This design comes from an exercise in tuning for small area, a short achievable clock period and few clock cycles on the open sky130 flow, not from production work.
Function was checked by simulation only, so behaviour that the tests miss may differ from the original.
Power is estimated from default activity; no workload was simulated.

==> flow/design.v (excerpt) <==
module sixel_encoder (
    input  wire        clk,
    input  wire        rst,           
    input  wire        start,         
    input  wire [15:0] width,
    input  wire [15:0] height,
    input  wire [15:0] dbuf_base,
    input  wire [7:0]  ncols,
    output reg         busy,
    output reg         done,
    output reg  [2:0]  err_code,
    output reg         mem_req,
    output reg  [15:0] mem_addr,
    input  wire [7:0]  mem_rdata,
    output reg         out_valid,
    output reg  [7:0]  out_data,
    input  wire        out_ready
);
    localparam E_NONE    = 3'd0;
    localparam E_PRECOND = 3'd3;
    localparam E_BUS     = 3'd6;
    localparam E_CONFIG  = 3'd7;
    localparam RS_IDLE = 3'd0;
    localparam RS_CHK  = 3'd1;    
    localparam RS_RD   = 3'd2;    
    localparam RS_CAP  = 3'd3;    
    localparam RS_ADV  = 3'd4;    
    localparam RS_END  = 3'd5;    
    localparam E_IDLE  = 4'd0;
    localparam E_HASH  = 4'd1;    
    localparam E_PCD   = 4'd2;    
    localparam E_FIRST = 4'd3;    
    localparam E_ACC   = 4'd4;    
    localparam E_RUN   = 4'd5;    
    localparam E_RDIG  = 4'd6;    
    localparam E_RCH   = 4'd7;    
    localparam E_TERM  = 4'd8;    
  ...
Size: roughly 200 flip-flops, ~99 I/O pins.
==> flow/config.mk <==
export PLATFORM = sky130hd
export DESIGN_NAME = sixel_encoder
export DESIGN_NICKNAME = sixel_encoder
export VERILOG_FILES = /design/flow/design.v
export SDC_FILE = /design/flow/constraint.sdc
export NUM_CORES = 4
export LEC_CHECK = 0
export CAP_MARGIN = 20
export CORE_MARGIN = 2
export CORE_UTILIZATION = 60
export CTS_BUF_LIST = sky130_fd_sc_hd__clkbuf_8 sky130_fd_sc_hd__clkbuf_16
export PLACE_DENSITY = 0.72
export SLEW_MARGIN = 20
==> flow/constraint.sdc <==
create_clock -name core_clock -period 13.0 [get_ports {clk}]
set_input_delay 2.6000 -clock core_clock [delete_from_list [all_inputs] [get_ports {clk}]]
set_output_delay 2.6000 -clock core_clock [all_outputs]
set_load 0.01 [all_outputs]
standard.sh (not shown) runs the stock make flow with config.mk's settings and CLKGATE_MAP_FILE= SYNTH_SCRIPT=/design/flow/synth_recipe.tcl, a recipe that flattens the netlist after the stock synthesis.
==> flow/flow/run.sh <==
#!/bin/bash
# The standard layout (the standard.sh, unchanged synthesis and steps),
# with one change: the input and output port buffers that global placement
# inserts are sky130_fd_sc_hd__buf_2 instead of the cell buffer_ports picks
# by default (a slow, larger delay buffer). Every port is still buffered.
set -euo pipefail
export BUFFER_PORTS_ARGS="-buffer_cell sky130_fd_sc_hd__buf_2"
bash standard.sh > standard_flow.log 2>&1
Testbench counts at the start, summed over its fixed seeds: cycles 158,972.
==> next run, changes <==
--- a/flow/config.mk
+++ b/flow/config.mk
@@ -11 +11 @@
-export CTS_BUF_LIST = sky130_fd_sc_hd__clkbuf_8 sky130_fd_sc_hd__clkbuf_16
+export CTS_BUF_LIST = sky130_fd_sc_hd__clkbuf_4 sky130_fd_sc_hd__clkbuf_8
=> Routed wire length goes down by 1.8%. Power falls by 7.3%. Synthesized area does not change. Cell count hardly moves.
==> next run, changes <==
==> flow/run.sh (new file) <==
#!/bin/bash
# synth_recipe.tcl (not shown) runs the flow's synth.tcl, then flattens the netlist and writes it again
# the make line also repeats each setting of config.mk as NAME=value (left out here)
make -C /OpenROAD-flow-scripts/flow DESIGN_CONFIG=/design/flow/config.mk WORK_HOME=/design/flow/orfs CLKGATE_MAP_FILE= SYNTH_SCRIPT=/design/flow/synth_recipe.tcl finish
--- a/flow/config.mk
+++ b/flow/config.mk
@@ -10,3 +10 @@
-export CORE_UTILIZATION = 60
-export CTS_BUF_LIST = sky130_fd_sc_hd__clkbuf_4 sky130_fd_sc_hd__clkbuf_8
-export PLACE_DENSITY = 0.72
+export CORE_UTILIZATION = 40
removed: flow/flow/run.sh
removed: flow/standard.sh
After rerunning: The changed run ran to the end with no violations. Utilization goes down by 20 points. Total power goes up by a few percent. Hold slack improves by 0.0044 ns. Setup slack degrades by 0.43 ns. Global-route usage goes down by 8.2 points. Die area goes up by well over a third. Wire length goes up by a few percent. Clock-buffer cell count stays the same. Area after synthesis does not change. Synthesized cell count stays the same. Via count goes down slightly.

## static timing again, ports no longer ideal
In the flow no input, the clock included, has a driving cell. The finished layouts below were timed again as built, in two steps. Step 1 assumes that a clkbuf_16 drives the clock port and a buf_2 every other input. Step 2 adds t to the input delays and takes it off the output delays; t is the mean of the earliest and latest rising clock arrival at the registers after step 1. Input paths then give back, and output paths get back, about the clock's delay inside the block. Slacks: ideal ports / drivers / drivers and shift; pairs: ideal ports / drivers.
run | t (ns) | setup WS [ns] | worst hold slack (ns) | worst setup path after step 2 | cell pins on the clock port's net
the first run | 0.489 | 9.204 / 9.156 / 8.987 | 0.438 / 0.438 / 0.438 | input to register | 1
the second run | 0.528 | 9.148 / 9.104 / 8.974 | 0.443 / 0.443 / 0.443 | input to register | 1
the third run | 0.499 | 8.718 / 8.667 / 8.639 | 0.447 / 0.447 / 0.447 | input to register | 1
After both steps every run listed still meets setup and hold. The setup slack of the first run, which loses most, moves by -0.048 ns with the drivers and by -0.217 ns with both steps.
